What follows belongs to an exercise in optimizing a design on an open flow for small area, a short achievable clock period and few clock cycles; a production flow would make more cautious choices.
At most, simulation tests tie the RTL to the original design; equivalence was not proved.
The RTL of runs 1 to 5 was laid out without a check of its function.
No activity file was given, so power comes from the tool's default toggle rates.

<file path="config.mk">
export PLATFORM = sky130hd
export DESIGN_NAME = tcpu_apply
export DESIGN_NICKNAME = tcpu_apply
export VERILOG_FILES = /design/flow/design.v
export SDC_FILE = /design/flow/constraint.sdc
export NUM_CORES = 4
export LEC_CHECK = 0
export CAP_MARGIN = 20
export CORE_MARGIN = 2
export CORE_UTILIZATION = 40
export SETUP_SLACK_MARGIN = 3
export SLEW_MARGIN = 20
</file>
<file path="constraint.sdc">
create_clock -name core_clock -period 8.0 [get_ports {clk}]
set_input_delay 1.6000 -clock core_clock [delete_from_list [all_inputs] [get_ports {clk}]]
set_output_delay 1.6000 -clock core_clock [all_outputs]
set_load 0.01 [all_outputs]
</file>
<file path="design.v">
module tcpu_apply (
    input  wire        clk,
    input  wire        rst,           
    input  wire        start,         
    input  wire [31:0] plen,          
    input  wire [24:0] tlen,          
    output wire        busy,
    output reg         done,          
    output wire [3:0]  result,
    output wire [3:0]  sub,
    output wire [31:0] errinfo,
    output wire [1:0]  pst,
    output reg  [31:0] psc,
    output wire [31:0] applied,
    output wire        src_re,
    output wire [29:0] src_addr,      
    input  wire [31:0] src_rdata,     
    output wire        tgt_we,
    output wire [22:0] tgt_addr,      
    output wire [3:0]  tgt_be,
    output wire [31:0] tgt_wdata
);
    localparam [39:0] PATCH_MAGIC = 40'h5041544348;  
    localparam [23:0] EOF_MARK    = 24'h454F46;      
    localparam [2:0] S_IDLE  = 3'd0,
                     S_HDR   = 3'd1,    
                     S_REC   = 3'd2,    
                     S_RUN   = 3'd3,    
                     S_LIT   = 3'd4,    
                     S_RLE   = 3'd5,    
                     S_SKIP  = 3'd6;    
    localparam [1:0] OC_NONE = 2'd0,    
                     OC_OK   = 2'd1,    
                     OC_CORR = 2'd2,    
                     OC_WF   = 2'd3;    
    reg [2:0]  state;
    reg [1:0]  oc;
    reg [2:0]  subc;
    reg [29:0] apc;           
    reg [31:0] av;            
    reg        q0v;           
    reg [31:0] q0;
    reg [22:0] wa;            
    reg [1:0]  lstart;        
    reg [15:0] nrem;          
    reg        lastr;         
    reg [7:0]  fill;
    reg [3:0]  tmask;         
    reg [1:0]  rot;           
    reg        rwrap;         
    reg        c6r;           
    reg        we_r;
    reg [3:0]  be_r;
    reg [22:0] addr_r;
    reg [31:0] wdata_r;
    assign busy    = state != S_IDLE;
    assign result  = {1'b0, oc[1], 1'b0, oc[1] & oc[0]};
    assign sub     = {1'b0, subc};
    assign pst     = {oc == OC_CORR, oc == OC_OK};
    assign applied = {2'd0, apc};
    assign errinfo = (oc == OC_CORR) ? psc :
                     (oc == OC_WF)   ? {7'd0, wa, lstart} : {2'd0, apc};
    wire [31:0] hi    = rwrap ? q0 : src_rdata;
    wire [63:0] win   = {hi, q0} >> {rot, 3'b000};
    wire [7:0]  b0 = win[7:0], b1 = win[15:8], b2 = win[23:16],
                b3 = win[31:24], b4 = win[39:32];
    wire [23:0] f_off  = {b0, b1, b2};
    wire [15:0] f_size = {b3, b4};
    wire [15:0] f_run  = {b0, b1};
    wire        av_hi0  = ~|av[31:17];
    wire        av0     = av_hi0 && av[16:0] == 17'd0;
    wire        av_lt3  = av_hi0 && av[16:0] < 17'd3;
    wire        av_lt5  = av_hi0 && av[16:0] < 17'd5;
    wire        av_ltsz = av_hi0 && (av[16:0] < {1'b0, f_size} + 17'd5);
    wire        skip   = state == S_SKIP;
    wire [3:0]  lane_ge = 4'b1111 << lstart;
    reg  [3:0]  lane_lt;      
    always @(*) begin
        case ({!lastr || nrem[2], nrem[1:0]})
            3'b000: lane_lt = 4'b0000;
            3'b001: lane_lt = 4'b0001 << lstart;
            3'b010: lane_lt = 4'b0011 << lstart;
            3'b011: lane_lt = 4'b0111 << lstart;
            default: lane_lt = 4'b1111;
        endcase
    end
    wire [3:0]  inrange = lane_ge & lane_lt;
    wire [3:0]  badl    = inrange & ~tmask;
    wire        wfail   = |badl;
    wire [1:0]  fail_lane = badl[0] ? 2'd0 : badl[1] ? 2'd1 : badl[2] ? 2'd2 : 2'd3;
    wire [2:0]  room  = skip ? 3'd4 : 3'd4 - {1'b0, lstart};
    wire        last  = lastr;
    wire [2:0]  k     = last ? nrem[2:0] : room;
    wire [3:0]  room4 = {1'b0, room} + 4'd4;
    wire        last_nx = (nrem[15:4] == 12'd0) && (nrem[3:0] <= room4);
    wire        lpop  = ({1'b0, psc[1:0]} + k) >= 3'd4;
    wire        lit_go = (state == S_LIT) && q0v && !c6r;
    wire        rle_go = (state == S_RLE);
    wire [22:0] wa_nx  = (state == S_REC) ? {1'b0, f_off[23:2]} : wa + 23'd1;
    wire [22:0] tw     = tlen[24:2];
    reg  [3:0]  tmask_nx;
    always @(*) begin
        if (wa_nx < tw)
            tmask_nx = 4'b1111;
        else if (wa_nx == tw)
            tmask_nx = (4'b0001 << tlen[1:0]) - 4'd1;
        else
            tmask_nx = 4'b0000;
    end
    reg [2:0] inc;
    always @(*) begin
        inc = 3'd0;
        case (state)
            S_HDR:  if (q0v && !av_lt5) inc = 3'd5;
            S_REC:  if (q0v && !av_lt3) inc = av_lt5 ? 3'd3 : 3'd5;
            S_RUN:  if (q0v && !av_lt3) inc = 3'd3;
            S_LIT:  if (q0v && !c6r) inc = k;
            S_SKIP: inc = k;
            default: inc = 3'd0;
        endcase
    end
    wire [1:0]  p5     = psc[1:0] + 2'd1;      
    wire [28:0] pinc   = psc[31:3] + 29'd1;
    wire [3:0]  plo    = {1'b0, psc[2:0]} + {1'b0, inc};
    wire [31:0] psc_ad = {plo[3] ? pinc : psc[31:3], plo[2:0]};
    wire [3:0]  p3lo   = {1'b0, psc[2:0]} + 4'd3;
    wire [31:0] psc_3  = {p3lo[3] ? pinc : psc[31:3], p3lo[2:0]};
    wire        eofx   = (state == S_REC) && q0v && !av_lt3 && (f_off == EOF_MARK);
    wire [31:0] psc_nx = eofx ? psc_3 : psc_ad;
    wire [28:0] adec   = av[31:3] - 29'd1;
    wire [3:0]  alo    = {1'b0, av[2:0]} - {1'b0, inc};
    wire [31:0] av_nx  = {alo[3] ? adec : av[31:3], alo[2:0]};
    reg [1:0] pop;
    always @(*) begin
        case (state)
            S_HDR:   pop = 2'd1;
            S_REC:   pop = (psc[1:0] == 2'd3) ? 2'd2 : 2'd1;
            S_RUN:   pop = (psc[1:0] != 2'd0) ? 2'd1 : 2'd0;
            S_LIT:   pop = lpop ? 2'd1 : 2'd0;
            default: pop = 2'd0;
        endcase
        if (!q0v) pop = 2'd0;
    end
    assign src_re    = !busy || !q0v || (pop != 2'd0);
    assign src_addr  = !busy ? 30'd0 :
                       {(q0v || psc[2]) ? pinc : psc[31:3], ~(q0v ^ psc[2])};
    wire [3:0]  be_c     = (lit_go || rle_go) ? (inrange & tmask) : 4'b0000;
    assign tgt_addr  = addr_r;
    assign tgt_be    = be_r;
    assign tgt_we    = we_r;
    assign tgt_wdata = wdata_r;
    always @(posedge clk) begin
        if (rst) begin
            we_r <= 1'b0;
            be_r <= 4'b0000;
        end else begin
            we_r <= |be_c;
            be_r <= be_c;
        end
        addr_r  <= wa;
        wdata_r <= rle_go ? {4{fill}} : win[31:0];
    end
    task finish;
        input [1:0] c;
        input [2:0] s;
        begin
            oc    <= c;
            subc  <= s;
            done  <= 1'b1;
            state <= S_IDLE;
        end
    endtask
    always @(posedge clk) begin
        if (rst) begin
            state <= S_IDLE;
            done  <= 1'b0;
            oc    <= OC_NONE;
            subc  <= 3'd0;
            psc   <= 32'd0;
            apc   <= 30'd0;
            q0v   <= 1'b0;
        end else begin
            done <= 1'b0;
            psc  <= psc_nx;
            av   <= av_nx;
            if (!(state == S_LIT && !q0v)) begin
                rot   <= plo[1:0];
                rwrap <= 1'b0;
            end
            if (busy) begin
                if (!q0v) begin
                    q0  <= src_rdata;
                    q0v <= 1'b1;
                end else if (pop == 2'd1) begin
                    q0  <= src_rdata;
                end else if (pop == 2'd2) begin
                    q0v <= 1'b0;
                end
            end
            case (state)
            S_IDLE: begin
                if (start) begin
                    psc    <= 32'd0;
                    av     <= plen;
                    apc    <= 30'd0;
                    q0v    <= 1'b0;
                    lstart <= 2'd0;
                    rot    <= 2'd0;
                    rwrap  <= 1'b0;
                    state  <= S_HDR;
                end
            end
            S_HDR: if (q0v) begin
                if (av_lt5)
                    finish(OC_CORR, 3'd1);
                else if ({b0, b1, b2, b3, b4} != PATCH_MAGIC)
                    finish(OC_CORR, 3'd2);
                else
                    state <= S_REC;
            end
            S_REC: if (q0v) begin
                wa     <= wa_nx;
                tmask  <= tmask_nx;
                lstart <= f_off[1:0];
                nrem   <= f_size;
                lastr  <= {14'd0, f_size} <= 16'd4 - {14'd0, f_off[1:0]};
                if (av0)
                    finish(OC_OK, 3'd1);
                else if (av_lt3)
                    finish(OC_CORR, 3'd3);
                else if (f_off == EOF_MARK)
                    finish(OC_OK, 3'd0);
                else if (av_lt5)
                    finish(OC_CORR, 3'd4);
                else if (f_size == 16'd0)
                    state <= S_RUN;
                else
                    state <= S_LIT;    
                c6r <= av_ltsz;
                if (f_size != 16'd0) begin
                    rot   <= p5 - f_off[1:0];
                    rwrap <= p5 < f_off[1:0];
                end
            end
            S_RUN: if (q0v) begin
                nrem <= f_run;
                lastr <= {14'd0, f_run} <= 16'd4 - {14'd0, lstart};
                fill <= b2;
                if (av_lt3) begin
                    finish(OC_CORR, 3'd5);
                end else if (f_run == 16'd0) begin
                    apc   <= apc + 30'd1;
                    state <= S_REC;
                end else begin
                    state <= S_RLE;
                end
            end
            S_LIT, S_RLE: if (state == S_LIT && c6r) begin
                finish(OC_CORR, 3'd6);
            end else if (state == S_RLE || q0v) begin
                nrem  <= nrem - {13'd0, k};
                lastr <= last_nx;
                if (wfail) begin
                    lstart <= fail_lane;
                    state  <= S_SKIP;
                    if (!(state == S_LIT && !last)) begin
                        nrem  <= 16'd0;
                        lastr <= 1'b1;
                    end
                end else begin
                    wa     <= wa_nx;
                    tmask  <= tmask_nx;
                    lstart <= 2'd0;
                    if (last) begin
                        apc   <= apc + 30'd1;
                        state <= S_REC;
                    end
                end
            end
            S_SKIP: begin
                nrem  <= nrem - {13'd0, k};
                lastr <= last_nx;
                if (last)
                    finish(OC_WF, 3'd0);
            end
            default: state <= S_IDLE;
            endcase
        end
    end
endmodule
</file>
<file path="run.sh">
#!/bin/bash
# synth_recipe.tcl (not shown) runs the flow's synth.tcl, then flattens the netlist and writes it again
# the make line also repeats each setting of config.mk as NAME=value (left out here)
make -C /OpenROAD-flow-scripts/flow DESIGN_CONFIG=/design/flow/config.mk WORK_HOME=/design/flow/orfs CLKGATE_MAP_FILE= SYNTH_SCRIPT=/design/flow/synth_recipe.tcl finish
</file>
==> notes.md, run 1 <==
DRC viols 0; Post-synth top cells nor2_1 (252), nand2_1 (192), a21oi_1 (151); fraction of layout instances using a drive strength above 1 ~11%; # H-tree levels 1; Wirelength per Cell between 20 and 25 um; vias in the first global route 14523; via count 15580; post-synthesis cell count 1889; Synth async-reset ratio 0%; Worst Clk Skew roughly 31 ps; ant diodes 0; core area 0.0406 sq mm; Post-CTS Hold Fix Bufs 0; Final nets 2346; global placement routability congestion 0.913; Die H 207 um; Rows 74; relative slew slack 20.6%; PD cells 164 mW/mm^2; CP Launch Point src_rdata[6]; worst slew pin tran 1180 ps; Tot Pwr about 3.5 mW; crit path launch type input port; critical path data required time around 8400 ps; Fin Setup TNS 0 ps; Avg Cell Area, Syn 8.70 sq um; outcome timing/DRC/antenna clean; EDFF count, synth 122; routed wire length 59200 um; Initial Util about two fifths; Cell Area, Synth 0.0164 sq mm; Min-Delay Startpoint fill[4]; I/O Buffers 285; Routed Antenna Nets 0; via density per instance around 5.7; largest net degree at the start of global routing 70; synth-to-layout area growth 30.4%; Seq/Total Area, Yosys 38.4%; initial antenna violation count 0; first-pass GRT wire length roughly 90000 um; Synth cell types 74; Slew Viols, Final 0; Die Wd 207 um; critical path's top delay family compound AO/OA/AOI/OAI gates; ys flop type dfxtp_1; hold crit path type register to register; Filler cells 3807; P_leak 7.69 nW; most frequent cell after synthesis nor2_1; CP Capture Type register; worst-path fanout max 4; max frequency between 150 and 200 MHz; RSZ-0062 raised after global routing yes; max cap viols 0; DP Area 0.0198 sq mm; #FFs+latches synth 254; die area 0.0427 sq mm; # IOs 291; Finished Core Util 52.7%; FF-to-FF Start rot[1]; Sink Count 254; final worst-path cycle share 62.8%; top cells by area, synth edfxtp_1 (22%), dfxtp_1 (16%), nor2_1 (5.8%); critical path, cell by cell clkdlybuf4s50_1, mux4_2, and2_1, a31oi_1, inv_1, and2_1, and4b_1, nand2_1, nor2_1, xnor2_1, ha_1, a21oi_1, nor2b_1, o21ai_0, o211a_1, a21oi_1, a2111oi_0; R2R setup slack 3170 ps; area leader, netlist edfxtp_1; clock latency on the worst-skew pair 600 ps; YS warnings 1; design area 0.0214 sq mm; final hold violations 0; Max clock buf depth 3; CTS buffer count 31; Max VDD drop 131 uV; critical path arrival 5380 ps; # placed instances 2641; buffer and inverter count on the worst path 2; Critical-path top delay cell mux4_2; gr usage total 26.8%; CP max stage delay 540 ps; final setup vio count 0; Reg clk slew, reported paths 60 ps; post-synth top area share 22.3%; crit path time final 5020 ps; global route overflow 0; Iteration-0 DRC Markers 1163; detailed placement HPWL 44200 um; root buf cell clkbuf_16; CTS tree yes; Initial DRT Pass Iterations 7; WS Path Type input port to register; Post-Layout Cell Count ~2700
-- power breakdown --
group | leakage [nW] | switching, mW | internal, mW
logic | 4.94 | 0.322 | 0.241
registers | 2.22 | 0.0485 | 1.42
clock network | 0.531 | 0.601 | 0.873
total | 7.69 | 0.972 | 2.53
-- flip-flops by register name, summed over array words and instances, names as in the netlist --
signal and count:
addr_r 23, apc 30, av 32, be_r 4, c6r 1, done 1
fill 8, lastr 1, lstart 2, nrem 16, oc 2, psc 32
q0 32, q0v 1, rot 2, rwrap 1, state 3, subc 3
tmask 4, wa 23, wdata_r 32, we_r 1
-- metrics by stage --
step / setup slack (ps) / hold slack [ps]
after floorplan: 3240 / 383
after global placement: 2150 / 444
after detailed placement: 2050 / 466
after CTS: 2980 / 479
after global routing: 2830 / 500
final: 2980 / 474
-- worst reg2reg max path, stage by stage (launching register included) --
cell        delay (ps)
edfxtp_1           320
buf_4              670
clkinvlp_4         650
nand2b_1           210
a21oi_1             90
a21oi_1            460
and2_1             260
and4b_1            260
nand2_1            110
nor2_1             130
xnor2_1            160
ha_1               280
a21oi_1            150
nor2b_1             60
o21ai_0            180
o211a_1            180
a21oi_1             60
a2111oi_0          370
-- area by class of cell --
cell class / instances / area [sq um] / share of cell area (%)
clock buffer: 41 / 953 / 4.45
clock inverter: 16 / 134 / 0.625
inverter: 80 / 312 / 1.45
multi-input combinational: 1460 / 9660 / 45.1
sequential: 254 / 6340 / 29.6
tap: 532 / 666 / 3.11
timing repair buffer: 351 / 3360 / 15.7
-- timing repair --
action | 4_1_cts | 5_1_grt
pin swaps | 6 | 9
gates resized for setup | 64 | 27
cloned | 0 | 1
endpoints found under the setup margin | 25 | 59
buffers inserted | 18 | 17
-- layout by cell type (no fill, tap or decap), types with 10 or more instances in the layout --
cell and count:
mux2_2 15, or3_1 38, nand3_1 42, and2_1 14, a21o_1 19, mux4_2 19
nand4_1 31, ha_1 71, o21ai_0 97, or4_1 10, edfxtp_1 122, buf_4 63
nor2_1 246, a211oi_1 10, mux2i_1 64, inv_1 76, clkbuf_16 37, and3_1 24
a31oi_1 14, clkdlybuf4s50_1 275, xor2_1 57, dfxtp_1 118, nand2b_1 14, a21oi_1 149
nor3_1 44, nor4_1 20, o21a_1 12, nand2_1 188, nor2b_1 19, xnor2_1 80
-- final timing paths --
check / endpoint / cells past startpoint
worst max-delay path: c6r / 17
worst min-delay path: wdata_r[4] / 2
worst max register to register: c6r / 17
worst min register to register: wdata_r[4] / 2
-- per-layer routing --
metal  part of all wire, %  vias to the layer above  track usage (%)
met5                     0                        -                0
met4                   3.2                        0             9.11
met3                   6.6                       95             3.01
met2                    47                      603             44.1
met1                    43                     7538             36.6
li1                      -                     7344                -
-- cells by family after synthesis --
family,Yosys count,synth area share [%]
other,1,0.0228
multiplexers,101,7.71
buffers and inverters,179,4.35
XOR/XNOR,137,7.30
adder cells (fa/ha/maj),76,5.97
flip-flops,254,38.4
AO/OA/AOI/OAI,381,13.9
AND/OR/NAND/NOR,760,22.4
==> inputs of run 2 (changes only) <==
--- a/design.v
+++ b/design.v
@@ -49,5 +49,4 @@
     reg [1:0]  rot;           
     reg        rwrap;         
-    reg        c6r;           
     reg        we_r;
     reg [3:0]  be_r;
@@ -72,5 +71,5 @@
     wire        av_lt3  = av_hi0 && av[16:0] < 17'd3;
     wire        av_lt5  = av_hi0 && av[16:0] < 17'd5;
-    wire        av_ltsz = av_hi0 && (av[16:0] < {1'b0, f_size} + 17'd5);
+    wire        c6r     = av_hi0 && !av[16] && (av[15:0] < nrem);
     wire        skip   = state == S_SKIP;
     wire [3:0]  lane_ge = 4'b1111 << lstart;
@@ -123,9 +122,8 @@
     wire [28:0] pinc   = psc[31:3] + 29'd1;
     wire [3:0]  plo    = {1'b0, psc[2:0]} + {1'b0, inc};
-    wire [31:0] psc_ad = {plo[3] ? pinc : psc[31:3], plo[2:0]};
     wire [3:0]  p3lo   = {1'b0, psc[2:0]} + 4'd3;
-    wire [31:0] psc_3  = {p3lo[3] ? pinc : psc[31:3], p3lo[2:0]};
     wire        eofx   = (state == S_REC) && q0v && !av_lt3 && (f_off == EOF_MARK);
-    wire [31:0] psc_nx = eofx ? psc_3 : psc_ad;
+    wire [3:0]  pnlo   = eofx ? p3lo : plo;
+    wire [31:0] psc_nx = {pnlo[3] ? pinc : psc[31:3], pnlo[2:0]};
     wire [28:0] adec   = av[31:3] - 29'd1;
     wire [3:0]  alo    = {1'b0, av[2:0]} - {1'b0, inc};
@@ -237,5 +235,4 @@
                 else
                     state <= S_LIT;    
-                c6r <= av_ltsz;
                 if (f_size != 16'd0) begin
                     rot   <= p5 - f_off[1:0];
--- a/config.mk
+++ b/config.mk
@@ -9,4 +9,4 @@
 export CORE_MARGIN = 2
 export CORE_UTILIZATION = 40
-export SETUP_SLACK_MARGIN = 3
+export SETUP_SLACK_MARGIN = 2
 export SLEW_MARGIN = 20
==> notes.md, run 2 <==
outcome timing/DRC/antenna clean; max cap viols 0; fraction of layout instances using a drive strength above 1 6.76%; area leader, netlist edfxtp_1; Routed Antenna Nets 0; detailed placement HPWL 45100 um; most frequent cell after synthesis nor2_1; Max VDD drop 202 uV; CTS buffer count 31; via density per instance between 5 and 6; Sink Count 253; final setup vio count 0; WS Path Type register to output port; PD cells 304 mW/mm^2; worst slew pin tran 1090 ps; crit path time final ~5700 ps; global route overflow 0; EDFF count, synth 121; via count 15412; largest net degree at the start of global routing slightly below 80; Post-CTS Hold Fix Bufs 0; Rows 74; # IOs around 290; DRC viols 0; Wirelength per Cell 22.0 um; post-synthesis cell count 1879; die area 0.0428 sq mm; hold crit path type register to register; #FFs+latches synth ~250; Slew Viols, Final 0; # H-tree levels 1; Post-CTS Resized 0; Worst Hold Path Cells 0; final worst-path cycle share slightly above 70%; Seq/Total Area, Yosys 38.1%; global placement routability congestion 0.952; Initial Util 40.4%; top cells by area, synth edfxtp_1 (22%), dfxtp_1 (16%), ha_1 (5.4%); post-synth top area share 22.1%; Fin Setup TNS 0 ps; most frequent cells in the layout clkdlybuf4s50_1 (285), nor2_1 (223), nand2_1 (206), dfxtp_1 (130), o21ai_0 (127); first-pass GRT wire length around 88000 um; Initial DRT Pass Iterations 5; RSZ-0062 raised after global routing no; YS warnings 1; Synth cell types 89; critical path data required time 6400 ps; vias in the first global route 14659; critical path arrival a little over 4000 ps; root buf cell clkbuf_16; worst-path fanout max 19; Avg Cell Area, Syn slightly below 9 sq um; relative slew slack between 20% and 30%; synth-to-layout area growth 25.7%; Cell Area, Synth 0.0165 sq mm; Iteration-0 DRC Markers 1338; design area 0.0207 sq mm; crit path launch type register; Register-to-Register Path Depth 16; Die Wd 207 um; Final nets 2288; setup bufs post-CTS 0; Synth async-reset ratio 0%; ys flop type dfxtp_1; DP Area 0.0197 sq mm; I/O Buffers 285; commonest non-fill, non-tap cell in the layout clkdlybuf4s50_1; Die H 207 um; Reg clk slew, reported paths 60 ps; P_leak 7.44 nW; gr usage total 27.0%; R2R setup slack 2560 ps; routed wire length 58900 um; CP Capture Type output port; final hold violations 0; initial antenna violation count 0; core area 0.0407 sq mm; clock latency on the worst-skew pair 580 ps; Max clock buf depth 3; Worst Clk Skew 10.9 ps; max frequency 176 MHz; Filler cells 3838; Post-synth top cells nor2_1 (226), nand2_1 (206), dfxtp_1 (132); CTS tree yes
==> run 2: where the power goes <==
| group | internal [mW] | total (mW) | switching (mW) | leakage (nW) |
|---|---|---|---|---|
| registers | 1.71 | 1.97 | 0.260 | 2.22 |
| logic | 1.15 | 2.96 | 1.81 | 4.73 |
| clock network | 0.804 | 1.37 | 0.570 | 0.486 |
==> run 2: path summary, 6_finish.rpt <==
check / to / startpoint
max: src_re / state[1]
min: addr_r[1] / wa[1]
max reg2reg: av[31] / av[13]
min reg2reg: addr_r[1] / wa[1]
==> run 2: metal layers <==
layer	up-vias	track usage, %	wire length, um
met5	-	0	0
met4	0	9.68	2130
met3	117	3.58	4350
met2	660	44.0	27100
met1	7399	36.7	25300
li1	7236	-	-
==> run 2: final cells by class <==
class	instances	area, sq um	area share [%]
antenna	1	2.50	0.0121
multi-input combinational	1428	9370	45.3
clock buffer	52	956	4.62
clock inverter	5	25.0	0.121
tap	532	666	3.22
inverter	98	368	1.78
timing repair buffer	309	3030	14.7
sequential	253	6280	30.3
==> run 2: cell families (layout without fill, tap and decap cells) <==
logic type	Yosys count	count (layout)	synth area share [%]
adder cells (fa/ha/maj)	75	75	5.88
buffers and inverters	202	464	5.26
XOR/XNOR	120	120	6.38
AND/OR/NAND/NOR	718	718	21.1
AO/OA/AOI/OAI	406	406	15.1
multiplexers	104	104	8.10
other	1	6	0.0228
flip-flops	253	253	38.1
==> run 2: metrics by stage <==
step	util [%]	total power [mW]	std cells	hold WS, ps	setup slack, ps
after CTS	50.8	6.30	2676	487	2330
final	50.8	6.30	2678	483	2330
after global routing	50.8	6.67	2677	503	2080
after detailed placement	48.4	4.91	2619	470	2540
after global placement	48.4	4.87	2619	460	2600
after floorplan	-	3.72	1883	346	3190
==> run 2: critical path, cell delays in order, from the launching register on <==
cell	delay, ps
dfxtp_1	780
nor2b_1	360
nand2_1	190
nand2_1	140
nor2_1	50
a21oi_1	440
inv_1	90
ha_1	280
a31oi_1	160
xor2_1	160
a31oi_1	130
nand2b_1	160
clkdlybuf4s50_1	540
==> inputs of run 3 (changes only) <==
--- a/config.mk
+++ b/config.mk
@@ -9,4 +9,4 @@
 export CORE_MARGIN = 2
 export CORE_UTILIZATION = 40
-export SETUP_SLACK_MARGIN = 2
+export SETUP_SLACK_MARGIN = 3
 export SLEW_MARGIN = 20
==> notes.md, run 3 <==
I/O Buffers 285; YS warnings 1; detailed placement HPWL 45100 um; post-synth top area share 22.1%; DP Area 0.0197 sq mm; Slew Viols, Final 0; final setup vio count 0; Synth cell types 89; sink of the worst hold path addr_r[1]; Iteration-0 DRC Markers 1460; Worst Clk Skew 14.2 ps; commonest non-fill, non-tap cell in the layout clkdlybuf4s50_1; Register-to-Register Path Depth 15; Die Wd between 200 and 250 um; area leader, netlist edfxtp_1; final hold violations 0; DRC viols 0; Rows 74; RSZ-0062 raised after global routing no; #FFs+latches synth between 200 and 300; root buf cell clkbuf_16; Max clock buf depth 3; relative slew slack between 20% and 30%; ys flop type dfxtp_1; # H-tree levels 1; most used routing layer met2; global route overflow 0; max frequency 207 MHz; Synth async-reset ratio 0%; top cells by area, synth edfxtp_1 (22%), dfxtp_1 (16%), ha_1 (5.4%); WS Path Type input port to register; via count 15566; Max VDD drop 202 uV; post-synthesis cell count 1879; critical path data required time 8510 ps; # placed instances 2619; Post-CTS Hold Fix Bufs 0; global placement routability congestion 0.952; pre-CTS setup slack 2540 ps; Initial Util 40.4%; Routed Antenna Nets 0; critical path arrival 5350 ps; Final nets 2313; die area 0.0428 sq mm; gr usage total 27.1%; vias in the first global route 14700; crit path launch type input port; first-pass GRT wire length slightly below 90000 um; final setup margin 3160 ps; hold crit path type register to register; CP Capture Type register; clock latency on the worst-skew pair 580 ps; Cell Area, Synth 0.0165 sq mm; GR Util met1 36.9%; CTS tree yes; CTS buffer count 31; P_leak 7.63 nW; PD cells 303 mW/mm^2; Avg Cell Area, Syn between 8 and 9 sq um; R2R Path End av[18]; worst-path fanout max 17; Reg clk slew, reported paths 60 ps; Fin Setup TNS 0 ps; most frequent cells in the layout clkdlybuf4s50_1 (283), nor2_1 (221), nand2_1 (206), o21ai_0 (127), a21oi_1 (125); # IOs 291; Post-Layout Cell Count 2703; GR Util met3 3.64%; max cap viols 0; most frequent cell after synthesis nor2_1; FF-to-FF Start av[13]; fraction of layout instances using a drive strength above 1 9.26%; design area 0.0210 sq mm; via density per instance 5.76; met2 Usage GRT 44.1%; worst slew pin tran 1100 ps; initial antenna violation count 0; synth-to-layout area growth 27.8%; core area about 0.041 sq mm; Die H about 210 um; outcome timing/DRC/antenna clean; Seq/Total Area, Yosys 38.1%; EDFF count, synth between 100 and 150; largest net degree at the start of global routing 78; R2R setup slack between 3000 and 4000 ps; routed wire length 59400 um; final worst-path cycle share about three fifths; crit path time final 4840 ps; Sink Count 253; Initial DRT Pass Iterations 5; Worst Hold Path Cells 0; Min-Delay Startpoint wa[1]; Wirelength per Cell 22.0 um; Finished Core Util 51.7%; Post-synth top cells nor2_1 (226), nand2_1 (206), dfxtp_1 (132)
-- run 3: metrics by stage --
stage / total power [mW] / hold slack (ps)
floorplan: 3.72 / 346
global placement: 4.87 / 460
detailed placement: 4.91 / 470
CTS: 6.32 / 487
global route: 6.75 / 504
finish: 6.39 / 486
-- run 3: repair_timing --
item                                    4_1_cts  5_1_grt
endpoints found under the setup margin       43       40
resized for setup                            19       25
cloned                                        0        0
buffers inserted                              5       21
pin swaps                                     3        5
-- run 3: critical path, stage by stage --
cell and delay [ps]:
clkdlybuf4s50_1 480, mux2_1 320, mux4_2 600, nor4b_2 320, nand4b_1 220, o41a_1 760, or2_1 520, or3_1 400
a21oi_1 140
-- run 3: logic make-up after synthesis --
kind of cell / after synthesis / synth area share, %
DFF: 253 / 38.1
buffers and inverters: 202 / 5.26
and+or+nand+nor: 718 / 21.1
xor gates and xnor gates: 120 / 6.38
adders and majority gates: 75 / 5.88
muxes: 104 / 8.10
AOI/OAI and AO/OA: 406 / 15.1
other: 1 / 0.0228
-- run 3: power breakdown --
part / leakage (nW) / internal, mW / switching (mW)
registers: 2.23 / 1.71 / 0.244
clock network: 0.486 / 0.804 / 0.570
logic: 4.91 / 1.20 / 1.85
total: 7.63 / 3.72 / 2.66
-- run 3: worst max path at each step --
stage,startpoint,endpoint,slack [ps],cells after the start
5_1_grt,rot[0],done,2970,9
3_3_place_gp,src_rdata[10],psc[15],2600,9
4_1_cts,state[0],src_re,2880,12
6_report,src_rdata[3],apc[16],3160,9
3_5_place_dp,src_rdata[10],psc[21],2540,9
2_1_floorplan,state[1],q0[0],3190,12
-- run 3: area by class of cell --
| type | count | area [sq um] |
|---|---|---|
| inverters | 98 | 368 |
| repair buffers | 334 | 3230 |
| well taps | 532 | 666 |
| multi-input cells | 1428 | 9500 |
| diodes | 1 | 2.50 |
| fillers | 3813 | 19700 |
| flip-flops and latches | 253 | 6300 |
| clock inverters | 5 | 25.0 |
| clock buffers | 52 | 956 |
-- run 3: layer usage --
layer / vias up / routed length (um)
li1: 7292 / -
met3: 112 / 4710
met1: 7451 / 25100
met5: - / 0
met2: 711 / 27500
met4: 0 / 2110
==> inputs of run 4 (changes only) <==
--- a/config.mk
+++ b/config.mk
@@ -9,4 +9,4 @@
 export CORE_MARGIN = 2
 export CORE_UTILIZATION = 40
-export SETUP_SLACK_MARGIN = 3
+export SETUP_SLACK_MARGIN = 4
 export SLEW_MARGIN = 20
==> notes.md, run 4 <==
root buf cell clkbuf_16; crit path launch type register; top cells by area, synth edfxtp_1 (22%), dfxtp_1 (16%), ha_1 (5.4%); YS warnings 1; most frequent cells in the layout clkdlybuf4s50_1 (235), nor2_1 (210), nand2_1 (194), buf_4 (138), edfxtp_1 (121); Max clock buf depth 3; Min-Delay Startpoint wa[5]; FF-to-FF Start av[13]; Die Wd around 210 um; detailed placement HPWL 45200 um; # H-tree levels 1; crit path time final 4670 ps; CP Launch Point av[13]; multi-input logic area 0.0108 sq mm; commonest non-fill, non-tap cell in the layout clkdlybuf4s50_1; synth-to-layout area growth 44.9%; I/O Buffers 285; post-synth top area share 22.1%; critical path arrival 4990 ps; R2R Path End av[18]; CP Capture Type register; Synth async-reset ratio 0%; WS Path Type register to register; ys flop type dfxtp_1; gr usage total between 20% and 30%; Post-synth top cells nor2_1 (226), nand2_1 (206), dfxtp_1 (132); Post-CTS Hold Fix Bufs 0; Avg Cell Area, Syn 8.76 sq um; hold crit path type register to register; Die H ~210 um; outcome timing/DRC/antenna clean; Slew Viols, Final 0; RSZ-0062 raised after global routing yes; worst slew pin tran 1010 ps; Tot Pwr slightly above 7 mW; DP Area 0.0198 sq mm; pre-CTS setup slack 2580 ps; Seq/Total Area, Yosys about two fifths; max frequency 214 MHz; global route overflow 0; vias in the first global route 15725; Initial Util 40.4%; hold slack between 400 and 500 ps; Register-to-Register Path Depth 16; # IOs 291; Wirelength per Cell 23.1 um; Reg clk slew, reported paths 60 ps; final setup vio count 0; via count roughly 17000; Worst Clk Skew 22.6 ps; CP max stage delay about 560 ps; Filler cells approximately 3500; Sequential Area 0.00635 sq mm; Rows 74; DRC viols 0; relative slew slack ~32%; design area approximately 0.024 sq mm; PD cells between 300 and 400 mW/mm^2; Synth cell types 89; final hold violations 0; die area 0.0428 sq mm; first-pass GRT wire length 94700 um; critical path, cell by cell ha_4, nand4_1, or4_4, o31a_1, a31oi_4, o211ai_1, o32a_1, ha_1, nor2b_4, o21a_1, or4b_4, buf_6, or2_4, o41a_1, o21ai_1, nand2_1; via density per instance 5.86; area leader, netlist edfxtp_1; largest net degree at the start of global routing 78; Iteration-0 DRC Markers about 1700; Cell Area, Synth 0.0165 sq mm; #FFs+latches synth ~250; initial antenna violation count 2; critical path data required time 8330 ps; Final nets between 2000 and 2500; most frequent cell after synthesis nor2_1; global placement routability congestion 0.958; Sink Count 253; fraction of layout instances using a drive strength above 1 23.8%; max cap viols 0; Post-Layout Cell Count 2847; EDFF count, synth around 120; Fin Setup TNS 0 ps; Initial DRT Pass Iterations 5; clock latency on the worst-skew pair 590 ps; # placed instances 2619; P_leak 8.93 nW; ant diodes 0; final worst-path cycle share 58.4%; CTS tree yes; CTS buffer count 31; critical path endpoint av[18]; Routed Antenna Nets 0; Max VDD drop 233 uV; Finished Core Util 58.6%; R2R setup slack 3330 ps; Critical-path top delay cell or4_4; worst-path fanout max 4; core area about 0.041 sq mm; post-synthesis cell count roughly 1900; final setup margin 3330 ps; routed wire length approximately 66000 um
-- run 4: area by class of cell --
type / count / area share [%]
Clock inverter: 17 / 1.10
Inverter: 98 / 1.59
Timing Repair Buffer: 477 / 19.2
Sequential cell: 253 / 26.6
Multi-Input combinational cell: 1429 / 45.1
Tap cell: 532 / 2.79
Clock buffer: 41 / 3.58
-- run 4: how the worst min path moves through the flow --
stage	slack (ps)	depth (start not counted)	endpoint
after floorplan	350	0	addr_r[11]
after global placement	460	2	apc[29]
after detailed placement	470	0	addr_r[10]
after CTS	480	0	addr_r[10]
after global routing	500	0	addr_r[5]
final	480	0	addr_r[5]
-- run 4: timing repair --
item,CTS,global route
pin swaps,109,78
resized for setup,360,163
buffers inserted,94,67
gates cloned,8,1
setup endpoints to repair,171,150
-- run 4: kinds of logic (layout without fill, tap and decap cells) --
group	after synthesis	in the layout	share of synthesized area [%]
other	1	5	0.0228
XOR/XNOR	120	120	6.38
adder cells (fa/ha/maj)	75	75	5.88
AND/OR/NAND/NOR	718	719	21.1
multiplexers	104	104	8.10
flip-flops	253	253	38.1
AO/OA/AOI/OAI	406	406	15.1
buffers and inverters	202	633	5.26
-- run 4: routing by layer --
metal	global-route usage (%)	part of all wire [%]
met2	48.2	47
met3	4.54	8.1
met5	0	0
met4	12.4	5.3
met1	37.6	40
-- run 4: power breakdown --
part	internal (mW)	switching, mW	total, mW
Combinational	1.57	2.14	3.72
Sequential	1.71	0.240	1.95
Clock	0.948	0.599	1.55
Total	4.23	2.98	7.22
-- run 4: critical path: cells and delay by family (launching register included) --
family / cells / cell delay (ps)
simple gates: 6 / 1630
compound gates: 7 / 1580
buf+inv: 1 / 140
fa+ha+maj: 2 / 590
flops: 1 / 460
==> inputs of run 5 (changes only) <==
--- a/config.mk
+++ b/config.mk
@@ -8,5 +8,5 @@
 export CAP_MARGIN = 20
 export CORE_MARGIN = 2
-export CORE_UTILIZATION = 40
-export SETUP_SLACK_MARGIN = 4
+export CORE_UTILIZATION = 60
+export SETUP_SLACK_MARGIN = 3.5
 export SLEW_MARGIN = 20
==> notes.md, run 5 <==
I/O Buffers 285; global route overflow 0; max cap viols 0; NetSw around 2.7 mW; total internal power 3.76 mW; initial antenna violation count 2; Avg Cell Area, Syn approximately 8.8 sq um; first-pass GRT wire length 84100 um; # IOs ~290; pre-CTS setup slack about 2600 ps; post-synthesis cell count 1879; Die Wd roughly 170 um; CP Capture Type register; synth-to-layout area growth 29.1%; worst-path fanout max 4; Sequential Area 0.00632 sq mm; post-synth top area share 22.1%; core area 0.0270 sq mm; Synth async-reset ratio 0%; Sink Count 253; hold slack 485 ps; Final nets 2330; Slew Viols, Final 0; root buf cell clkbuf_16; Initial DRT Pass Iterations 6; Reg power frac 30.7%; YS warnings 1; fraction of layout instances using a drive strength above 1 between 10% and 20%; gr usage total 37.1%; Reg clk slew, reported paths ~60 ps; worst slew pin tran 1200 ps; Max VDD drop roughly 270 uV; outcome timing/DRC/antenna clean; DRC viols 0; clock share of power 20.1%; top cells by area, synth edfxtp_1 (22%), dfxtp_1 (16%), ha_1 (5.4%); via count 16202; hold crit path type register to register; Die H 170 um; WS Path Type register to register; Initial Util between 60% and 70%; P_leak 7.89 nW; detailed placement HPWL 39800 um; global placement routability congestion 0.972; multi-input logic area 0.00984 sq mm; Routed Antenna Nets 0; final hold violations 0; Filler cells 1857; CTS tree yes; routed wire length approximately 56000 um; final worst-path cycle share 56.7%; Max clock buf depth 3; Seq/Total Area, Yosys 38.1%; final setup vio count 0; area leader, netlist edfxtp_1; max frequency 221 MHz; final setup margin about 3500 ps; relative slew slack 20.0%; critical path data required time 8260 ps; ys flop type dfxtp_1; most frequent cells in the layout clkdlybuf4s50_1 (274), nor2_1 (220), nand2_1 (205), a21oi_1 (123), o21ai_0 (122); crit path launch type register; Cell Area, Synth 0.0165 sq mm; # H-tree levels 1; commonest non-fill, non-tap cell in the layout clkdlybuf4s50_1; Iteration-0 DRC Markers 1926; PD cells 304 mW/mm^2; die area 0.0288 sq mm; Synth cell types 89; largest net degree at the start of global routing roughly 80; crit path time final 4530 ps; Sw Ratio 41.8%; via density per instance 6.41; EDFF count, synth between 100 and 150; Fin Setup TNS 0 ps; Wirelength per Cell 22.2 um; power share of the combinational group about 50%; Rows 60; Post-synth top cells nor2_1 (226), nand2_1 (206), dfxtp_1 (132); critical path arrival 4800 ps; most frequent cell after synthesis nor2_1; CTS buffer count 27; RSZ-0062 raised after global routing yes; vias in the first global route 15124; #FFs+latches synth approximately 250; clock latency on the worst-skew pair around 560 ps; Worst Clk Skew 22.3 ps
run 5: path summary, 6_finish.rpt:
path / slack (ps) / cells past startpoint / from / to
worst max-delay path: 3470 / 16 / av[14] / av[26]
worst min-delay path: 490 / 0 / wa[10] / addr_r[10]
worst max register to register: 3470 / 16 / av[14] / av[26]
worst min register to register: 490 / 0 / wa[10] / addr_r[10]
run 5: timing repair:
item | 4_1_cts | 5_1_grt
setup buffers | 28 | 20
endpoints found under the setup margin | 92 | 68
gates cloned | 0 | 1
hold buffers | 0 | 0
gates resized for setup | 69 | 64
pin swaps | 19 | 24
endpoints found under the hold margin | 0 | 0
run 5: kinds of logic after synthesis:
| family | count (synthesis) | share of synthesized area, % |
|---|---|---|
| buf+inv | 202 | 5.26 |
| fa+ha+maj | 75 | 5.88 |
| simple gates | 718 | 21.1 |
| mux | 104 | 8.10 |
| flops | 253 | 38.1 |
| other cells | 1 | 0.0228 |
| xor+xnor | 120 | 6.38 |
| compound gates | 406 | 15.1 |
run 5: stage by stage:
| step | util [%] | instances | cell area, sq um | power [mW] |
|---|---|---|---|---|
| 2_1_floorplan | - | 1883 | 16500 | 3.72 |
| 3_3_place_gp | 72.2 | 2426 | 19500 | 4.76 |
| 3_5_place_dp | 72.2 | 2426 | 19500 | 4.83 |
| 4_1_cts | 77.3 | 2504 | 20800 | 6.23 |
| 5_1_grt | 78.9 | 2527 | 21300 | 6.76 |
| 6_report | 78.9 | 2527 | 21300 | 6.46 |
run 5: area by class of cell:
cell class                      instances  share of cell area (%)
Clock inverter                         10                   0.541
Sequential cell                       253                    29.7
Clock buffer                           40                    3.79
Antenna cell                            2                  0.0235
Tap cell                              341                    2.01
Multi-Input combinational cell       1429                    46.3
Inverter                               98                    1.75
Timing Repair Buffer                  354                    15.9
run 5: critical path, cell delays in order (launching register included):
cell,delay (ps)
edfxtp_1,480
ha_4,310
nand4_1,100
or4_1,530
o31a_1,310
a31oi_4,190
o211ai_1,140
o32a_1,250
ha_1,300
nor2b_4,120
o21a_1,180
or4b_4,540
nor4_4,210
nand2b_1,160
nor3_2,200
xnor2_1,140
o21ai_1,80
run 5: metal layers:
layer	GRT usage (%)	up-vias	routed length [um]
met2	57.7	1053	25100
li1	-	7303	-
met3	5.69	193	5860
met1	50.9	7653	22100
met5	0	-	0
met4	17.8	0	2940
run 5: power by group through the flow:
stage,sequential (mW),clock [mW],combinational (mW)
floorplan,1.93,0,1.79
global placement,1.99,0,2.77
detailed placement,2.00,0,2.84
CTS,1.96,1.30,2.97
global route,2.01,1.35,3.40
finish,1.99,1.30,3.18
==> inputs of run 6 (changes only) <==
--- a/design.v
+++ b/design.v
@@ -68,7 +68,8 @@
     wire [15:0] f_run  = {b0, b1};
     wire        av_hi0  = ~|av[31:17];
-    wire        av0     = av_hi0 && av[16:0] == 17'd0;
-    wire        av_lt3  = av_hi0 && av[16:0] < 17'd3;
-    wire        av_lt5  = av_hi0 && av[16:0] < 17'd5;
+    wire        av_hi2  = av_hi0 && ~|av[16:3];
+    wire        av0     = av_hi2 && ~|av[2:0];
+    wire        av_lt3  = av_hi2 && !av[2] && !(av[1] && av[0]);
+    wire        av_lt5  = av_hi2 && !(av[2] && (av[1] || av[0]));
     wire        c6r     = av_hi0 && !av[16] && (av[15:0] < nrem);
     wire        skip   = state == S_SKIP;
@@ -127,5 +128,17 @@
     wire [31:0] psc_nx = {pnlo[3] ? pinc : psc[31:3], pnlo[2:0]};
     wire [28:0] adec   = av[31:3] - 29'd1;
-    wire [3:0]  alo    = {1'b0, av[2:0]} - {1'b0, inc};
+    reg [2:0] ainc;
+    always @(*) begin
+        ainc = 3'd0;
+        case (state)
+            S_HDR:  if (q0v) ainc = 3'd5;
+            S_REC:  if (q0v) ainc = 3'd5;
+            S_RUN:  if (q0v) ainc = 3'd3;
+            S_LIT:  if (q0v) ainc = k;
+            S_SKIP: ainc = k;
+            default: ainc = 3'd0;
+        endcase
+    end
+    wire [3:0]  alo    = {1'b0, av[2:0]} - {1'b0, ainc};
     wire [31:0] av_nx  = {alo[3] ? adec : av[31:3], alo[2:0]};
     reg [1:0] pop;
@@ -244,12 +257,8 @@
                 lastr <= {14'd0, f_run} <= 16'd4 - {14'd0, lstart};
                 fill <= b2;
-                if (av_lt3) begin
+                if (av_lt3)
                     finish(OC_CORR, 3'd5);
-                end else if (f_run == 16'd0) begin
-                    apc   <= apc + 30'd1;
-                    state <= S_REC;
-                end else begin
+                else
                     state <= S_RLE;
-                end
             end
             S_LIT, S_RLE: if (state == S_LIT && c6r) begin
--- a/config.mk
+++ b/config.mk
@@ -8,5 +8,5 @@
 export CAP_MARGIN = 20
 export CORE_MARGIN = 2
-export CORE_UTILIZATION = 60
-export SETUP_SLACK_MARGIN = 3.5
+export CORE_UTILIZATION = 40
+export SETUP_SLACK_MARGIN = 3
 export SLEW_MARGIN = 20
==> notes.md, run 6 <==
Sink Count 253; ys flop type dfxtp_1; Final nets 2302; commonest non-fill, non-tap cell in the layout clkdlybuf4s50_1; post-synthesis cell count 1894; FF-to-FF Start rot[1]; WS Path Type input port to register; Max clock buf depth 3; clock latency on the worst-skew pair between 500 and 600 ps; EDFF count, synth 121; die area between 0.04 and 0.05 sq mm; detailed placement HPWL ~43000 um; P_leak ~7.5 nW; root buf cell clkbuf_16; ant diodes 0; critical path data required time ~8500 ps; # H-tree levels 1; via count 15364; R2R Path End psc[30]; YS warnings 1; gr usage total between 20% and 30%; Die Wd 207 um; Max VDD drop 228 uV; critical path, cell by cell clkdlybuf4s50_1, mux2i_1, nor2_1, a21oi_1, o21a_1, inv_1, ha_1, nand2_1, or4_1, nor4_4, buf_4, mux2_8, or4_1, a21oi_1; hold crit path type register to register; CTS buffer count 30; vias in the first global route around 14000; Cell Area, Synth 0.0165 sq mm; Initial DRT Pass Iterations 7; core area 0.0407 sq mm; critical path endpoint psc[30]; largest net degree at the start of global routing between 60 and 70; RSZ-0062 raised after global routing yes; Finished Core Util between 50% and 60%; global route overflow 0; #FFs+latches synth 253; final worst-path cycle share 60.8%; most frequent cell after synthesis nand2_1; CP Capture Type register; Register-to-Register Path Depth 10; pre-CTS setup slack 2440 ps; max frequency 206 MHz; CP max stage delay slightly below 600 ps; global placement routability congestion 0.913; worst-path fanout max 56; Iteration-0 DRC Markers 1289; Die H 207 um; Worst Hold Path Cells 2; max cap viols 0; routed wire length 57200 um; CP Launch Point src_rdata[1]; R2R setup slack 3180 ps; I/O Buffers about 290; final setup margin ~3100 ps; outcome timing/DRC/antenna clean; Routed Antenna Nets 0; Critical-path top delay cell or4_1; post-synth top area share between 20% and 30%; relative slew slack between 20 and 30%; crit path time final 4860 ps; Post-synth top cells nand2_1 (205), nor2_1 (203), a21oi_1 (133); crit path launch type input port; top cells by area, synth edfxtp_1 (22%), dfxtp_1 (16%), ha_1 (5.4%); final hold violations 0; # IOs 291; DP Area 0.0197 sq mm; Synth cell types 77; Rows 74; Synth async-reset ratio 0%; Reg clk slew, reported paths 60 ps; Post-CTS Hold Fix Bufs 0; fraction of layout instances using a drive strength above 1 8.11%; synth-to-layout area growth 26.8%; Filler cells just under 4000; Wirelength per Cell roughly 21 um; final setup vio count 0; Fin Setup TNS 0 ps; Worst Clk Skew 29.3 ps; Tot Pwr roughly 6.3 mW; PD cells 301 mW/mm^2; CTS tree yes; Avg Cell Area, Syn between 8 and 9 sq um; via density per instance approximately 5.7; most frequent cells in the layout clkdlybuf4s50_1 (283), nand2_1 (204), nor2_1 (200), a21oi_1 (130), o21ai_0 (128); design area 0.0209 sq mm; Seq/Total Area, Yosys about two fifths; critical path arrival around 5300 ps; area leader, netlist edfxtp_1; initial antenna violation count 0; Slew Viols, Final 0; DRC viols 0; worst slew pin tran 1080 ps; first-pass GRT wire length 86600 um; Initial Util 40.4%
-- run 6: cell count changes after synthesis, moves of 10 or more --
cell and change:
and3_1 -10, nor4_1 +10, nor3_1 -17, clkbuf_1 +13, a2111oi_0 +16, xor2_1 -17
nor2_1 -23, or4_1 +14, o31ai_1 +15, or3_1 +20, inv_1 +10, nand2b_1 +12
-- run 6: repair_timing --
item | 4_1_cts | 5_1_grt
pin swaps | 1 | 5
buffers inserted | 4 | 5
resized for setup | 19 | 18
setup endpoints to repair | 18 | 46
-- run 6: cells by family (layout without fill, tap and decap cells) --
group                    after synthesis  count (layout)  synth area share (%)
AO/OA/AOI/OAI                        433             433                  16.2
XOR/XNOR                             111             111                  5.91
adder cells (fa/ha/maj)               75              75                  5.88
buffers and inverters                219             480                  5.34
flip-flops                           253             253                  38.1
multiplexers                         104             104                  8.10
other                                  1               5                0.0228
AND/OR/NAND/NOR                      698             698                  20.4
-- run 6: metal layers --
layer	vias up	routed length [um]	part of all wire (%)	track usage (%)
met5	-	0	0	0
met4	0	1920	3.4	8.46
met3	85	4040	7.1	3.91
met2	586	25700	45	41.6
met1	7354	25500	45	36.5
li1	7339	-	-	-
-- run 6: layout make-up --
cell class / instances / area (sq um) / share of cell area [%]
multi-input combinational: 1426 / 9460 / 45.3
sequential: 253 / 6310 / 30.2
timing repair buffer: 318 / 3110 / 14.9
clock buffer: 39 / 837 / 4.01
tap: 532 / 666 / 3.19
inverter: 106 / 398 / 1.91
clock inverter: 17 / 104 / 0.497
-- run 6: critical path, delay by kind of cell --
family | cells | cell delay [ps]
adders and majority gates | 1 | 160
muxes | 2 | 610
and+or+nand+nor | 5 | 1570
AOI/OAI and AO/OA | 3 | 500
buffers and inverters | 3 | 850
-- run 6: stage by stage --
step / std cells / hold WS [ps]
2_1_floorplan: 1898 / 389
3_3_place_gp: 2626 / 447
3_5_place_dp: 2626 / 452
4_1_cts: 2686 / 465
5_1_grt: 2691 / 490
6_report: 2691 / 462
-- run 6: worst min path at each step --
| stage | end | from | slack [ps] |
|---|---|---|---|
| detailed placement | addr_r[12] | wa[12] | 450 |
| global route | addr_r[12] | wa[12] | 490 |
| finish | subc[1] | subc[1] | 460 |
| floorplan | addr_r[22] | wa[22] | 390 |
| global placement | addr_r[12] | wa[12] | 450 |
| CTS | addr_r[12] | wa[12] | 470 |
-- run 6: report_power, final --
group / switching (mW) / leakage (nW) / internal [mW]
sequential: 0.270 / 2.23 / 1.74
clock: 0.577 / 0.469 / 0.741
combinational: 1.77 / 4.78 / 1.20
total: 2.61 / 7.48 / 3.68
Testbench counts of run 6, summed over its fixed seeds: cycles 37,175.
==> inputs of run 7 (changes only) <==
==> flow/run.sh (new file) <==
#!/bin/bash
# The standard layout (standard.sh: ORFS from synthesis to finish), except that each
# port gets the smallest plain buffer, sky130_fd_sc_hd__buf_1, where buffer_ports would
# otherwise pick the delay cell clkdlybuf4s50_1. Every port is still buffered, and the
# timing repair that follows may resize these buffers as it does any other cell.
set -euo pipefail
export BUFFER_PORTS_ARGS="-buffer_cell sky130_fd_sc_hd__buf_1"
bash standard.sh > standard.log 2>&1
==> standard.sh (new file) <==
#!/bin/bash
# synth_recipe.tcl (not shown) runs the flow's synth.tcl, then flattens the netlist and writes it again
# the make line also repeats each setting of config.mk as NAME=value (left out here)
make -C /OpenROAD-flow-scripts/flow DESIGN_CONFIG=/design/flow/config.mk WORK_HOME=/design/flow/orfs CLKGATE_MAP_FILE= SYNTH_SCRIPT=/design/flow/synth_recipe.tcl "${@:-finish}"
--- a/config.mk
+++ b/config.mk
@@ -8,5 +8,5 @@
 export CAP_MARGIN = 20
 export CORE_MARGIN = 2
-export CORE_UTILIZATION = 40
-export SETUP_SLACK_MARGIN = 3
+export CORE_UTILIZATION = 65
+export SETUP_SLACK_MARGIN = 4
 export SLEW_MARGIN = 20
removed: run.sh
==> notes.md, run 7 <==
routed wire length 57700 um; WS Path Type register to output port; hold slack around 480 ps; post-synth top area share between 20 and 25%; Initial DRT Pass Iterations 8; critical path's top delay family simple AND/OR/NAND/NOR gates; most used routing layer met2; # H-tree levels 1; Synth async-reset ratio 0%; global placement routability congestion 0.982; GR Util met3 6.88%; Max VDD drop 226 uV; met2 Usage GRT 65.5%; CTS tree yes; pre-CTS setup slack between 2000 and 3000 ps; CP Capture Type output port; root buf cell clkbuf_16; ys flop type dfxtp_1; clock latency on the worst-skew pair about 560 ps; critical path data required time roughly 6400 ps; Max clock buf depth 3; buffer and inverter count on the worst path 3; first-pass GRT wire length 83900 um; Iteration-0 DRC Markers 2403; P_leak 7.41 nW; critical path arrival ~2700 ps; fraction of layout instances using a drive strength above 1 roughly 18%; Final nets 2406; final setup vio count 0; Reg clk slew, reported paths 70 ps; YS warnings 1; final hold violations 0; initial antenna violation count 2; crit path time final 4290 ps; #FFs+latches synth 253; post-synthesis cell count 1894; Synth cell types 77; synth-to-layout area growth 24.3%; DRC viols 0; worst-path fanout max 11; vias in the first global route 15409; Wirelength per Cell 22.3 um; core area 0.0250 sq mm; max frequency 233 MHz; Die Wd 163 um; Fin Setup TNS 0 ps; Die H between 150 and 200 um; Rows 58; Initial Util roughly two thirds; RSZ-0062 raised after global routing yes; CTS buffer count 28; Avg Cell Area, Syn 8.69 sq um; Worst Clk Skew 12.6 ps; largest net degree at the start of global routing slightly above 60; commonest non-fill, non-tap cell in the layout buf_1; most frequent cell after synthesis nand2_1; EDFF count, synth 121; most frequent cells in the layout buf_1 (271), nand2_1 (200), nor2_1 (190), edfxtp_1 (121), buf_4 (118); Seq/Total Area, Yosys between 30% and 40%; Cell Area, Synth 0.0165 sq mm; CP max stage delay approximately 340 ps; via density per instance 6.56; global route overflow 0; Filler cells 1610; worst slew pin tran 1330 ps; area leader, netlist edfxtp_1; via count 17014; critical path, cell by cell buf_12, nor2b_4, nand2_4, nand2_4, nor2_4, a21oi_2, inv_2, ha_4, a31oi_4, xor2_2, a21oi_2, nand3_2, buf_6; gr usage total about two fifths; hold crit path type register to register; Post-synth top cells nand2_1 (205), nor2_1 (203), a21oi_1 (133); Routed Antenna Nets 0; # IOs 291; outcome timing/DRC/antenna clean; detailed placement HPWL between 30000 and 40000 um; relative slew slack ~11%; final worst-path cycle share 53.6%; max cap viols 0; I/O Buffers 285; GR Util met1 50.8%; final setup margin 3710 ps; Critical-path top delay cell dfxtp_2; R2R setup slack 3730 ps; Sink Count 253; die area ~0.027 sq mm; top cells by area, synth edfxtp_1 (22%), dfxtp_1 (16%), ha_1 (5.4%); Slew Viols, Final 0; PD cells 316 mW/mm^2; crit path launch type register; Post-CTS Hold Fix Bufs 0
-- run 7: final timing paths --
| check | startpoint | endpoint | cells past startpoint |
|---|---|---|---|
| hold reg to reg | wa[20] | addr_r[20] | 0 |
| setup reg to reg | lstart[0] | lastr | 29 |
| setup / recovery | state[0] | src_re | 13 |
| hold / removal | wa[20] | addr_r[20] | 0 |
-- run 7: layout make-up --
class,instances,area [sq um],share of cell area [%]
inverters,106,407,1.99
clock inverters,10,145,0.709
well taps,330,413,2.02
multi-input cells,1433,10200,49.7
repair buffers,417,2170,10.6
diodes,1,2.50,0.0122
clock buffers,42,823,4.02
flip-flops and latches,253,6350,31.0
-- run 7: power by group --
group	internal, mW	switching, mW
Sequential	1.74	0.300
Combinational	1.17	1.89
Clock	0.809	0.554
Total	3.71	2.75
-- run 7: per-layer routing --
metal  routed length [um]  share of wire (%)
met3                 6000                 10
met5                    9              0.016
met4                 3830                6.6
met2                26800                 46
met1                21100                 37
-- run 7: logic make-up after synthesis --
logic type,after synthesis,share of synthesized area (%)
muxes,104,8.10
buffers and inverters,219,5.34
other,1,0.0228
adders and majority gates,75,5.88
AOI/OAI and AO/OA,433,16.2
DFF,253,38.1
and+or+nand+nor,698,20.4
xor gates and xnor gates,111,5.91
-- run 7: stage by stage --
| step | cell area [sq um] | cells | util [%] | power (mW) |
|---|---|---|---|---|
| 2_1_floorplan | 16500 | 1898 | - | 3.73 |
| 3_5_place_dp | 17700 | 2418 | 70.6 | 4.57 |
| 4_1_cts | 19600 | 2547 | 78.5 | 6.15 |
| 3_3_place_gp | 17700 | 2418 | 70.6 | 4.49 |
| 6_report | 20500 | 2592 | 81.7 | 6.46 |
| 5_1_grt | 20500 | 2592 | 81.7 | 6.75 |
-- run 7: repair_timing --
action / 4_1_cts / 5_1_grt
gates cloned: 5 / 3
pin swaps: 25 / 41
gates resized for setup: 121 / 120
endpoints found under the setup margin: 103 / 90
setup buffers: 72 / 41
-- run 7: worst reg2reg max path: cells and delay by family, from the launching register on --
kind / cells / cell delay (ps)
flops: 1 / 380
fa+ha+maj: 2 / 530
buf+inv: 18 / 2010
compound gates: 5 / 650
simple gates: 4 / 420
==> inputs of run 8 (changes only) <==
--- a/config.mk
+++ b/config.mk
@@ -8,5 +8,5 @@
 export CAP_MARGIN = 20
 export CORE_MARGIN = 2
-export CORE_UTILIZATION = 65
-export SETUP_SLACK_MARGIN = 4
+export CORE_UTILIZATION = 60
+export SETUP_SLACK_MARGIN = 3
 export SLEW_MARGIN = 20
==> notes.md, run 8 <==
global placement routability congestion 0.908; post-synthesis cell count 1894; Initial Util roughly 61%; largest net degree at the start of global routing 60; hold crit path type register to register; CTS tree yes; Worst Clk Skew 21.1 ps; area leader, netlist edfxtp_1; relative slew slack 26.9%; via count 15463; fraction of layout instances using a drive strength above 1 between 6 and 7%; Seq/Total Area, Yosys 38.1%; CP Capture Type output port; via density per instance 6.23; final hold violations 0; root buf cell clkbuf_16; post-synth top area share 22.1%; EDFF count, synth 121; design area 0.0186 sq mm; # H-tree levels 1; ys flop type dfxtp_1; routed wire length 50900 um; worst slew pin tran between 1000 and 1500 ps; final worst-path cycle share 59.6%; synth-to-layout area growth 13.2%; Synth async-reset ratio 0%; I/O Buffers 285; gr usage total 34.6%; most frequent cells in the layout buf_1 (285), nand2_1 (204), nor2_1 (201), a21oi_1 (132), o21ai_0 (128); vias in the first global route 14263; Fin Setup TNS 0 ps; DP Area between 0.015 and 0.02 sq mm; clock latency on the worst-skew pair 570 ps; final setup vio count 0; Avg Cell Area, Syn between 8 and 9 sq um; most frequent cell after synthesis nand2_1; Wirelength per Cell roughly 21 um; Initial DRT Pass Iterations 8; Cell Area, Synth around 0.016 sq mm; setup bufs post-CTS 0; ant diodes 0; Slew Viols, Final 0; crit path time final roughly 4800 ps; Rows 60; # IOs 291; global route overflow 0; top cells by area, synth edfxtp_1 (22%), dfxtp_1 (16%), ha_1 (5.4%); critical path arrival 3170 ps; Die Wd 170 um; Max VDD drop 230 uV; max frequency 210 MHz; #FFs+latches synth 253; PD cells 317 mW/mm^2; Final nets 2287; Routed Antenna Nets 0; Post-synth top cells nand2_1 (205), nor2_1 (203), a21oi_1 (133); P_leak 6.59 nW; CTS buffer count 28; Reg clk slew, reported paths 70 ps; crit path launch type register; Sink Count 253; DRC viols 0; YS warnings 1; first-pass GRT wire length 78500 um; Post-CTS Hold Fix Bufs 0; outcome timing/DRC/antenna clean; initial antenna violation count 0; critical path data required time 6400 ps; core area around 0.027 sq mm; Max clock buf depth 3; commonest non-fill, non-tap cell in the layout buf_1; worst-path fanout max 24; WS Path Type register to output port; die area 0.0288 sq mm; Iteration-0 DRC Markers 2038; detailed placement HPWL 37700 um; Synth cell types between 70 and 80; RSZ-0062 raised after global routing no; max cap viols 0; Die H 170 um
## run 8: cell counts after synthesis
No cell type changed its count.
## run 8: logic make-up (layout without fill, tap and decap cells)
kind of cell             Yosys count  count (layout)  synth area share, %
buffers and inverters            219             463                 5.34
flip-flops                       253             253                 38.1
adder cells (fa/ha/maj)           75              75                 5.88
AND/OR/NAND/NOR                  698             698                 20.4
other                              1               5               0.0228
multiplexers                     104             104                 8.10
XOR/XNOR                         111             111                 5.91
AO/OA/AOI/OAI                    433             433                 16.2
## run 8: final timing paths
path,slack [ps],end,from,cells after the start
hold reg to reg,480,wdata_r[7],fill[7],2
hold / removal,480,wdata_r[7],fill[7],2
setup / recovery,3230,src_re,state[1],12
setup reg to reg,3340,av[30],state[0],16
## run 8: cell type report
type                            instances  area, sq um
Clock buffer                           45          878
Clock inverter                          7         47.5
Fill cell                            2240         8310
Inverter                              106          398
Multi-Input combinational cell       1426         9390
Sequential cell                       253         6280
Tap cell                              341          427
Timing Repair Buffer                  305         1220
## run 8: timing repair
action,in CTS,in global routing
gates cloned,0,0
setup endpoints to repair,1,15
pin swaps,0,0
gates resized for setup,1,9
## run 8: where the power goes
part	total [mW]	switching [mW]	leakage (nW)	internal [mW]
registers	2.02	0.285	2.23	1.74
logic	2.60	1.69	3.91	0.911
clock network	1.29	0.538	0.460	0.751
total	5.92	2.52	6.59	3.40
## run 8: critical path: stages, from the launching register on
cell and delay (ps):
dfxtp_4 500, nor2b_1 300, nand2_1 160, nand2_1 130, nor2_1 80, a21oi_2 240, inv_1 70, ha_1 270
a31oi_1 190, xor2_1 100, a21oi_1 260, nand3_1 150, buf_1 150
## run 8: layer usage
layer	share of wire [%]	wire, um	global-route usage [%]
met5	0	0	0
met2	47	23700	56.4
met3	7.3	3710	3.71
met4	4.9	2520	15.5
met1	41	21000	46.9
## run 8: per-stage QoR
stage / util (%) / total power [mW] / setup slack, ps / cells / hold WS [ps]
6_report: 69.2 / 5.92 / 3230 / 2483 / 481
5_1_grt: 69.2 / 6.26 / 3010 / 2483 / 492
4_1_cts: 69.0 / 5.86 / 3020 / 2483 / 475
3_5_place_dp: 65.6 / 4.57 / 2830 / 2431 / 454
3_3_place_gp: 65.6 / 4.50 / 2880 / 2431 / 461
2_1_floorplan: - / 3.72 / 3200 / 1898 / 389
==> inputs of run 9 (changes only) <==
--- a/config.mk
+++ b/config.mk
@@ -9,4 +9,4 @@
 export CORE_MARGIN = 2
 export CORE_UTILIZATION = 60
-export SETUP_SLACK_MARGIN = 3
+export SETUP_SLACK_MARGIN = 3.5
 export SLEW_MARGIN = 20
==> notes.md, run 9 <==
outcome timing/DRC/antenna clean; Min-Delay Startpoint subc[1]; via count 15770; CTS tree yes; CTS buffer count 28; post-synthesis cell count 1894; gr usage total 34.4%; routed wire length around 52000 um; largest net degree at the start of global routing 61; Die Wd 170 um; die area 0.0288 sq mm; Avg Cell Area, Syn between 8 and 9 sq um; area leader, netlist edfxtp_1; core area 0.0270 sq mm; max cap viols 0; final hold violations 0; Initial DRT Pass Iterations 5; synth-to-layout area growth 16.2%; EDFF count, synth 121; Worst Hold Path Cells 2; Die H around 170 um; first-pass GRT wire length approximately 78000 um; pre-CTS setup slack around 3000 ps; crit path time final 4410 ps; relative slew slack 26.3%; area share of fa/ha/maj cells after synthesis 5.88%; Wirelength per Cell 20.9 um; Max clock buf depth 3; global placement routability congestion 0.938; critical path data required time 6400 ps; Fin Setup TNS 0 ps; WS Path Type register to output port; Post-synth top cells nand2_1 (205), nor2_1 (203), a21oi_1 (133); Post-CTS Hold Fix Bufs 0; main combinational cell family by area after synthesis simple AND/OR/NAND/NOR gates; compound-cell area share of the yosys netlist 16.2%; Simple-Gate Fraction of Synth Area ~20%; vias in the first global route 14066; Iteration-0 DRC Markers 1777; Seq/Total Area, Yosys 38.1%; Sink Count 253; # IOs 291; fraction of layout instances using a drive strength above 1 9.64%; RSZ-0062 raised after global routing yes; critical path arrival 2810 ps; commonest non-fill, non-tap cell in the layout buf_1; most frequent cell after synthesis nand2_1; Routed Antenna Nets 0; sink of the worst hold path subc[1]; FF-to-FF Start av[28]; Post-Synth XOR/XNOR Area 5.91%; Rows 60; Slew Viols, Final 0; via density per instance 6.28; I/O Buffers 285; final setup vio count 0; R2R setup slack 3620 ps; clock latency on the worst-skew pair 560 ps; Max VDD drop 255 uV; design area 0.0191 sq mm; global route overflow 0; Register-to-Register Path Depth 14; final setup margin 3590 ps; Worst Clk Skew ~18 ps; max frequency about 230 MHz; Tot Pwr 6.03 mW; Critical-path top delay cell dfxtp_1; Synth async-reset ratio 0%; root buf cell clkbuf_16; #FFs+latches synth between 200 and 300; Reg clk slew, reported paths 60 ps; hold slack approximately 470 ps; detailed placement HPWL approximately 38000 um; hold crit path type register to register; mux cell area share after synthesis 8.10%; most frequent cells in the layout buf_1 (283), nand2_1 (204), nor2_1 (199), a21oi_1 (130), o21ai_0 (125); Initial Util about three fifths; CP Capture Type output port; DP Area roughly 0.018 sq mm; R2R Path End psc[15]; Final nets between 2000 and 2500; worst slew pin tran 1100 ps; CP max stage delay 290 ps; initial antenna violation count 2; ys flop type dfxtp_1; final worst-path cycle share 55.2%; DRC viols 0; worst-path fanout max 23; post-synth top area share 22.1%; Synth cell types 77; Cell Area, Synth 0.0165 sq mm; PD cells about 320 mW/mm^2; crit path launch type register; # H-tree levels 1; top cells by area, synth edfxtp_1 (22%), dfxtp_1 (16%), ha_1 (5.4%); YS warnings 1; critical path, cell by cell buf_4, nor2b_4, nand2_1, nand2_1, nor2_1, a21oi_2, inv_1, ha_1, a31oi_1, xor2_1, a21oi_2, nand3_1, clkbuf_2; P_leak 6.81 nW
run 9: power breakdown:
group	switching (mW)	internal, mW
Clock	0.565	0.796
Sequential	0.317	1.74
Combinational	1.68	0.940
run 9: kinds of logic (layout without fill, tap and decap cells):
kind of cell             count (synthesis)  in the layout
AO/OA/AOI/OAI                          433            433
XOR/XNOR                               111            111
adder cells (fa/ha/maj)                 75             75
buffers and inverters                  219            487
flip-flops                             253            253
multiplexers                           104            107
other                                    1              6
AND/OR/NAND/NOR                        698            698
run 9: metal layers:
layer,track usage (%),share of wire (%),wire length (um)
met1,45.6,40,21000
met2,56.7,47,24600
met3,4.48,8.3,4350
met4,15.2,4.9,2580
met5,0,0.021,11
run 9: per-stage QoR:
stage | instances | util [%]
floorplan | 1898 | -
global placement | 2430 | 65.6
detailed placement | 2431 | 65.7
CTS | 2488 | 69.8
global route | 2510 | 71.0
finish | 2511 | 71.0
run 9: repair_timing:
action                     in CTS  in global routing
setup buffers                   5                 19
pin swaps                       2                  6
cloned                          0                  3
setup endpoints to repair      40                 50
resized for setup              22                 38
hold endpoints to repair        0                  0
run 9: worst max path at each step:
stage            startpoint           end  slack, ps  depth (start not counted)
5_1_grt              psc[3]  src_addr[29]       3470                          9
4_1_cts             psc[13]  src_addr[29]       3500                          8
2_1_floorplan  src_rdata[0]       psc[28]       3520                         12
6_report           state[0]        src_re       3590                         13
3_5_place_dp   src_rdata[0]       psc[28]       2960                         12
3_3_place_gp   src_rdata[0]       psc[28]       2970                         12
run 9: final cells by class:
class	instances	area, sq um
clock inverter	19	213
clock buffer	33	772
timing repair buffer	329	1420
antenna	1	2.50
fill	2204	7820
inverter	106	399
tap	341	427
sequential	253	6310
multi-input combinational	1429	9590
run 9: worst max-delay path: cells and delay by family (launching register included):
family                   cells  cell delay, ps
buffers and inverters        3             420
flip-flops                   1             290
AO/OA/AOI/OAI                3             460
adder cells (fa/ha/maj)      1             260
XOR/XNOR                     1             220
AND/OR/NAND/NOR              5             610

-- re-timing with driven ports --
The results above use ideal ports. As a check the final layouts listed here were re-extracted and re-timed, cells and wires unchanged. Step 1, drivers: a clkbuf_16 drives clk and a buf_2 each remaining input, both assumed. Step 2, shift: input delay + t, output delay - t, t = (earliest + latest rising clock arrival at the registers) / 2. This alone moves slack from input paths to output paths. Three values: ideal, step 1, step 2; two values: the first two.
run | t, ns | setup slack, ns
run 1 | 0.642 | 2.977 / 3.009 / 2.367
run 2 | 0.629 | 2.332 / 2.279 / 2.441
run 3 | 0.627 | 3.160 / 3.161 / 2.556
run 4 | 0.633 | 3.330 / 3.330 / 3.240
run 5 | 0.605 | 3.467 / 3.467 / 2.982
run 6 | 0.613 | 3.139 / 3.137 / 2.551
run 7 | 0.607 | 3.712 / 3.661 / 3.303
run 8 | 0.609 | 3.233 / 3.180 / 2.770
run 9 | 0.605 | 3.586 / 3.532 / 3.081
After both steps every run listed still meets setup and hold.
